Background: an optimization exercise with open tools, aiming at small area. Do not read the settings as production practice. In this exercise RTL edits were held to simulation tests only and were not proved equivalent to the original. Power figures rest on the tool's default switching activity, not on a simulated workload.

==> flow/design.v <==
module lichtkrant_scanner (
    input  wire          clk,
    input  wire          rst,         
    input  wire          tick,        
    input  wire          cmd_valid,
    input  wire [2:0]    cmd,
    input  wire [1023:0] src_buf,     
    input  wire [1023:0] seed_buf,    
    input  wire          sync_ack,
    output wire          lat,
    output wire          a0,
    output wire          a1,
    output wire          a2,
    output wire          sclk,
    output wire          dr,
    output wire          dg,
    output wire          panel_en,
    output wire          sync_req,
    output wire [31:0]   frame_idx,
    output wire          cmd_ready,
    output wire          busy
);
    localparam integer COLS = 8;
    localparam integer CW   = 3;             
    localparam integer NB   = 16 * COLS;     
    localparam integer FCW  = 32;
    localparam [CW-1:0] LAST_COL = 3'd7;           
    localparam [2:0] C_INIT     = 3'b001;
    localparam [2:0] C_ENABLE   = 3'b010;
    localparam [2:0] C_DISABLE  = 3'b011;
    localparam [2:0] C_SETFRAME = 3'b100;
    localparam [3:0] P_IDLE      = 4'd0;
    localparam [3:0] P_LAT_HI    = 4'd1;
    localparam [3:0] P_ADDR0     = 4'd2;
    localparam [3:0] P_ADDR1     = 4'd3;
    localparam [3:0] P_ADDR2     = 4'd4;
    localparam [3:0] P_LAT_LO    = 4'd5;
    localparam [3:0] P_SYNC_REQ  = 4'd6;
    localparam [3:0] P_SYNC_WAIT = 4'd7;
    localparam [3:0] P_CLK_LO    = 4'd8;
    localparam [3:0] P_RED       = 4'd9;
    localparam [3:0] P_GRN       = 4'd10;
    localparam [3:0] P_CLK_HI    = 4'd11;
    reg [3:0]     ph;
    reg [CW-1:0]  col;
    reg [2:0]     row;
    reg [FCW-1:0] frame;
    reg           run;
    reg           tick_pend;
    reg pin_lat, pin_a0, pin_a1, pin_a2, pin_sclk, pin_dr, pin_dg, pin_en;
    reg [8*NB-1:0] fb;
    reg [8*NB-1:0] acc;
    wire ready    = (ph == P_IDLE) || (ph == P_SYNC_WAIT && cmd == C_SETFRAME);
    wire accept   = cmd_valid && ready;
    wire start    = (ph == P_IDLE) && !accept && tick_pend && run;
    wire do_init    = accept && (cmd == C_INIT);
    wire do_enable  = accept && (cmd == C_ENABLE);
    wire do_disable = accept && (cmd == C_DISABLE);
    wire do_setfrm  = accept && (cmd == C_SETFRAME);
    wire          dith    = (ph == P_RED) || (ph == P_GRN);
    wire [6:0]    addr    = {row, col, (ph == P_GRN)};
    wire [7:0]    acc_rd  = acc[addr*8 +: 8];
    wire [7:0]    fb_rd   = fb[addr*8 +: 8];
    wire [8:0]    sum     = {1'b0, acc_rd} + {1'b0, fb_rd};
    wire          out_bit = ~sum[8];
    always @(posedge clk) begin
        if (rst) begin
            ph        <= P_IDLE;
            col       <= {CW{1'b0}};
            row       <= 3'd0;
            frame     <= {FCW{1'b0}};
            run       <= 1'b0;
            tick_pend <= 1'b0;
            pin_lat   <= 1'b0;
            pin_a0    <= 1'b0;
            pin_a1    <= 1'b0;
            pin_a2    <= 1'b0;
            pin_sclk  <= 1'b0;
            pin_dr    <= 1'b0;
            pin_dg    <= 1'b0;
            pin_en    <= 1'b0;
        end else begin
            case (ph)
                P_IDLE: begin
                    if (accept) begin
                        if (do_init) begin
                            row   <= 3'd0;
                            frame <= {FCW{1'b0}};
                        end
                        if (do_enable) begin
                            run    <= 1'b1;
                            pin_en <= 1'b1;
                        end
                        if (do_disable) begin
                            run    <= 1'b0;
                            pin_en <= 1'b0;
                            row    <= 3'd1;      
                            ph     <= P_LAT_HI;
                        end
                    end else if (start) begin
                        row <= row + 3'd1;
                        ph  <= P_LAT_HI;
                    end
                end
                P_LAT_HI: begin
                    pin_lat <= 1'b1;
                    ph      <= P_ADDR0;
                end
                P_ADDR0: begin
                    pin_a0 <= row[0];
                    ph     <= P_ADDR1;
                end
                P_ADDR1: begin
                    pin_a1 <= row[1];
                    ph     <= P_ADDR2;
                end
                P_ADDR2: begin
                    pin_a2 <= row[2];
                    ph     <= P_LAT_LO;
                end
                P_LAT_LO: begin
                    pin_lat <= 1'b0;
                    if (row == 3'd7) begin
                        ph <= P_SYNC_REQ;
                    end else begin
                        col <= {CW{1'b0}};
                        ph  <= P_CLK_LO;
                    end
                end
                P_SYNC_REQ: begin
                    ph <= P_SYNC_WAIT;
                end
                P_SYNC_WAIT: begin
                    if (sync_ack) begin
                        frame <= frame + 1'b1;
                        ph    <= P_IDLE;
                    end
                end
                P_CLK_LO: begin
                    pin_sclk <= 1'b0;
                    ph       <= P_RED;
                end
                P_RED: begin
                    pin_dr <= out_bit;
                    ph     <= P_GRN;
                end
                P_GRN: begin
                    pin_dg <= out_bit;
                    ph     <= P_CLK_HI;
                end
                P_CLK_HI: begin
                    pin_sclk <= 1'b1;
                    if (col == LAST_COL) begin
                        ph <= P_IDLE;
                    end else begin
                        col <= col + 1'b1;
                        ph  <= P_CLK_LO;
                    end
                end
                default: begin
                    ph <= P_IDLE;
                end
            endcase
            if (do_disable)
                tick_pend <= 1'b0;
            else if (tick && run)
                tick_pend <= 1'b1;
            else if (start)
                tick_pend <= 1'b0;
        end
    end
    always @(posedge clk) begin
        if (!rst) begin
            if (do_init || do_disable)
                fb <= {8*NB{1'b0}};
            else if (do_setfrm)
                fb <= src_buf;
        end
    end
    always @(posedge clk) begin
        if (!rst) begin
            if (do_init)
                acc <= seed_buf;
            else if (dith)
                acc[addr*8 +: 8] <= sum[7:0];
        end
    end
    assign lat       = pin_lat;
    assign a0        = pin_a0;
    assign a1        = pin_a1;
    assign a2        = pin_a2;
    assign sclk      = pin_sclk;
    assign dr        = pin_dr;
    assign dg        = pin_dg;
    assign panel_en  = pin_en;
    assign sync_req  = (ph == P_SYNC_REQ);
    assign frame_idx = frame;
    assign cmd_ready = ready;
    assign busy      = (ph != P_IDLE);
endmodule
==> flow/run.sh <==
#!/bin/bash
# synth_recipe.tcl (not shown) runs the flow's synth.tcl, then flattens the netlist and writes it again
# the make line also repeats each setting of config.mk as NAME=value (left out here)
make -C /OpenROAD-flow-scripts/flow DESIGN_CONFIG=/design/flow/config.mk WORK_HOME=/design/flow/orfs CLKGATE_MAP_FILE= SYNTH_SCRIPT=/design/flow/synth_recipe.tcl finish
==> flow/config.mk <==
export PLATFORM = sky130hd
export DESIGN_NAME = lichtkrant_scanner
export DESIGN_NICKNAME = lichtkrant_scanner
export VERILOG_FILES = /design/flow/design.v
export SDC_FILE = /design/flow/constraint.sdc
export NUM_CORES = 4
export LEC_CHECK = 0
export CAP_MARGIN = 20
export CORE_AREA = 10 10 750 750
export DIE_AREA = 0 0 760 760
export PLACE_DENSITY = 0.5
export SLEW_MARGIN = 20
==> flow/constraint.sdc <==
create_clock -name core_clock -period 12.0 [get_ports {clk}]
set_input_delay 2.4000 -clock core_clock [delete_from_list [all_inputs] [get_ports {clk}]]
set_output_delay 2.4000 -clock core_clock [all_outputs]
set_load 0.01 [all_outputs]
==> summary.txt <==
- Outcome: timing/DRC/antenna clean
- TritonCTS Buffers: 277
- Cts hold-fix bufs: 0
- Worst VDD drop: 101 uV
- Clock latency (worst-skew pair): 0.99 ns
- Max Root-Sink Buffers: 4
- Mux contribution to synthesized area: 0.0848
- Setup crit end kind: flop
- Critical Path RT: 12.65 ns
- Final Hold Fails: 0
- RSZ-0062 raised after global routing: false
- CP Cell Sequence: buf_4 -> nor2_4 -> nand2_4 -> buf_4 -> a21oi_1 -> a2111oi_0 -> nand2_1 -> a21oi_1 -> a22oi_1 -> ha_1 -> a21o_1 -> a21oi_1 -> o21ai_0 -> o211ai_1 -> o2bb2ai_1 -> mux2i_4 -> buf_4 -> o21ai_0
- Die X: 760 um
- GR Util All Layers: 0.234
- Clock-pin slew on the worst setup and hold paths: 0.07 ns
- Per-cell routed wire length: 36.2 um
- Vias/cell: 4.91
- Worst Tran Pin Value: 1.21 ns
- CTS resizes: 0
- Syn Inst Count: 10309
- Post-synthesis compound-gate area fraction: 0.106
- Share of cells above drive strength 1: 0.0908
- Synthesis-to-finish area growth: 35.7%
- DP HPWL: 546 mm
- Die area: 578000 um2
- Cell area after synthesis: 110000 um2
- Final Cycle Share: 0.699
- Worst path arrival time: 9.04 ns
- Max Clk Rate: 0.119 GHz
- Max Slew Vio Count: 0
- # clock sinks: 2099
- ANT nets after route: 0
- Worst Clk Skew: 0.105 ns
- Crit path kind: reg -> reg
- Grt ovf: 0
- Main synth FF type: edfxtp_1
- Register area share after synthesis: 0.568
- Initial DRC count: 11195
- Final net count: 14235
- Post-Layout Cell Count: 19745
- Fin Hold WS: 0.479 ns
- Cells after DPL: 19114
- Core area: 545000 um2
- CTS tree: done
- # H-tree levels: 5
- Vias in the first global route: 94824
- Max stage delay on crit path: 0.87 ns
- Netlist cell types: 80
- Worst Path Buf+Inv: 3
- Final Setup Violations: 0
- # IOs: 2099
- DIE HEIGHT: 760 um
- Ys Warns: 1
- Setup TNS: 0 ns
- Vias: 97024
- CP Launch Type: flop
- CTS root buf: clkbuf_16
- GPL Wtd Cong: 0.883
- FF+latch count, synth: 2099
- Residual DRC: 0
- LEAKAGE: 50.0 nW
- # rows: 271
- Number of fill cells: 57470
- Net Count, Synth: 12383
- Worst hold-check path type: reg -> reg
- Number of synthesized flops with an enable pin: 2048
- Slew margin rel.: 0.190
- Largest fanout on the critical path: 31
- Maxcap violations: 0
- Tmin final: 8.39 ns
- Pwr/cell area: 128 nW/um2
- Top delay family on crit path: compound AO/OA/AOI/OAI gates
- Total Wirelength: 714 mm
- Fraction of the mapped netlist area in adder cells: 0.00211
- First-pass GRT wire length: 922 mm
- Setup slack, reg-to-reg: 3.61 ns
- Synth Area in Simple Gates: 0.205
- Main combinational cell family by area after synthesis: simple AND/OR/NAND/NOR gates
- CP max-delay cell: a2111oi_0
- Final instance area: 149000 um2
- Placed inst area: 140000 um2
- Largest net degree at the start of global routing: 211
- Syn Area/Cell: 10.7 um2
- Post-CTS setup buffer count: 0
- Drt first pass iters: 7
- IO Port Bufs: 2098
- Async SR Flop Fraction: 0
- Xor/xnor cell area share of the yosys netlist: 0.00286
- Starting Density: 0.202
- Util after Layout: 0.274
- Initial antenna violation count: 354
[tightest hold or removal path: cells and delay by family (launching register included)]
| kind | cells | cell delay (ns) |
|---|---|---|
| AOI/OAI and AO/OA | 1 | 0.05 |
| DFF | 1 | 0.32 |
| and+or+nand+nor | 1 | 0.06 |
[power breakdown]
| part | internal (W) | switching [W] | leakage [nW] | total, W |
|---|---|---|---|---|
| Combinational | 0.000991 | 0.00144 | 26.9 | 0.00243 |
| Clock | 0.00456 | 0.00372 | 4.13 | 0.00828 |
| Sequential | 0.00833 | 0.0000912 | 19.0 | 0.00842 |
[metal layers]
layer,routed length [um],part of all wire,GRT usage
met1,262000,0.37,0.266
met2,353000,0.49,0.408
met3,63100,0.088,0.0674
met4,35600,0.050,0.102
met5,1060,0.0015,0
[sequential cells by signal (all words and copies together), names as in the netlist]
name	count
acc	1024
fb	1024
frame	32
ph	4
col	3
row	3
pin_a0	1
pin_a1	1
pin_a2	1
pin_dg	1
pin_dr	1
pin_lat	1
pin_sclk	1
run	1
tick_pend	1
[area by class of cell]
class                      count  area, um2  share of cell area
tap                         7234       9050              0.0606
multi-input combinational   7374      45200               0.302
antenna                      145        363             0.00243
timing repair buffer        2388      23600               0.158
inverter                      21        101            0.000678
clock buffer                 344       7220              0.0483
clock inverter               140       1400             0.00935
sequential                  2099      62500               0.418
[cell usage in the layout (no fill, tap or decap), types with 55 or more instances in the layout]
master	count
o2111ai_1	72
o22ai_1	56
nor2_1	649
clkdlybuf4s50_1	2096
diode_2	145
a221o_1	65
and3_1	107
nand2_1	2300
edfxtp_1	2048
nand4_1	55
a31oi_1	305
a21oi_1	391
clkbuf_1	64
mux2i_1	519
buf_4	252
mux4_2	182
o21ai_0	575
and2_1	1028
a221oi_1	124
o21ai_1	57
clkbuf_16	278
clkinv_1	63
nand3_1	300
[cells by family (layout without fill, tap and decap cells)]
| family | after synthesis | after routing |
|---|---|---|
| AND/OR/NAND/NOR | 4741 | 4741 |
| adder cells (fa/ha/maj) | 18 | 18 |
| buffers and inverters | 836 | 2893 |
| AO/OA/AOI/OAI | 1874 | 1874 |
| XOR/XNOR | 36 | 36 |
| flip-flops | 2099 | 2099 |
| other | 0 | 145 |
| multiplexers | 705 | 705 |
[cells in the mapped netlist, types with 19 or more instances]
cell type  count  share of area
a2111oi_0     76         0.0060
a21oi_1      392          0.018
a221o_1       65         0.0059
a221oi_1     124         0.0099
a22oi_1       27         0.0018
a31oi_1      305          0.017
a32oi_1       36         0.0029
and2_1      1028          0.058
and3_1       108         0.0061
buf_1         44         0.0015
buf_2        151         0.0069
buf_4         19         0.0013
clkbuf_1     596          0.020
dfxtp_1       51         0.0093
edfxtp_1    2048           0.56
mux2i_1      521          0.047
mux4_2       182          0.037
nand2_1     2313          0.079
nand3_1      304          0.014
nand3_2       37         0.0034
nand4_1       55         0.0031
nor2_1       672          0.023
nor3_1        39         0.0018
nor3_2        31         0.0028
nor3_4        27         0.0040
nor4_1        38         0.0022
o2111ai_1     75         0.0060
o211ai_1      27         0.0018
o21ai_0      576          0.026
o21ai_1       58         0.0026
o22ai_1       60         0.0034
xor2_1        25         0.0020
[path summary, 6_finish.rpt]
path | from | to | cells after the start
min reg2reg | pin_dg | pin_dg | 2
max reg2reg | col[1] | acc[647] | 18
min | pin_dg | pin_dg | 2
max | col[1] | acc[647] | 18
[metrics by stage]
stage | power (W) | setup WS [ns]
6_report | 0.0191 | 3.61
3_3_place_gp | 0.0110 | 2.96
5_1_grt | 0.0197 | 3.03
3_5_place_dp | 0.0110 | 3.04
4_1_cts | 0.0193 | 3.02
2_1_floorplan | 0.00964 | -17.61

[port drivers added, routing unchanged]
How much do the figures lean on ideal ports? The routed layout below was timed once more, with nothing changed but the port constraints. Step 1, drivers: a clkbuf_16 drives clk and a buf_2 each remaining input, both assumed. Step 2, shift: input delay + t, output delay - t, t = (earliest + latest rising clock arrival at the registers) / 2. This alone moves slack from input paths to output paths. a / b / c = ideal ports / drivers / drivers and shift; a / b = the first two.
t, ns: 1.073
setup WS [ns]: 3.607 / 3.607 / 3.607
hold WS [ns]: 0.479 / 0.479 / 0.479
pins driven straight from the clock port: 1
After both steps setup and hold are still met in this run. The setup slack of this run moves by 0.000 ns with the drivers and by 0.000 ns with both steps.
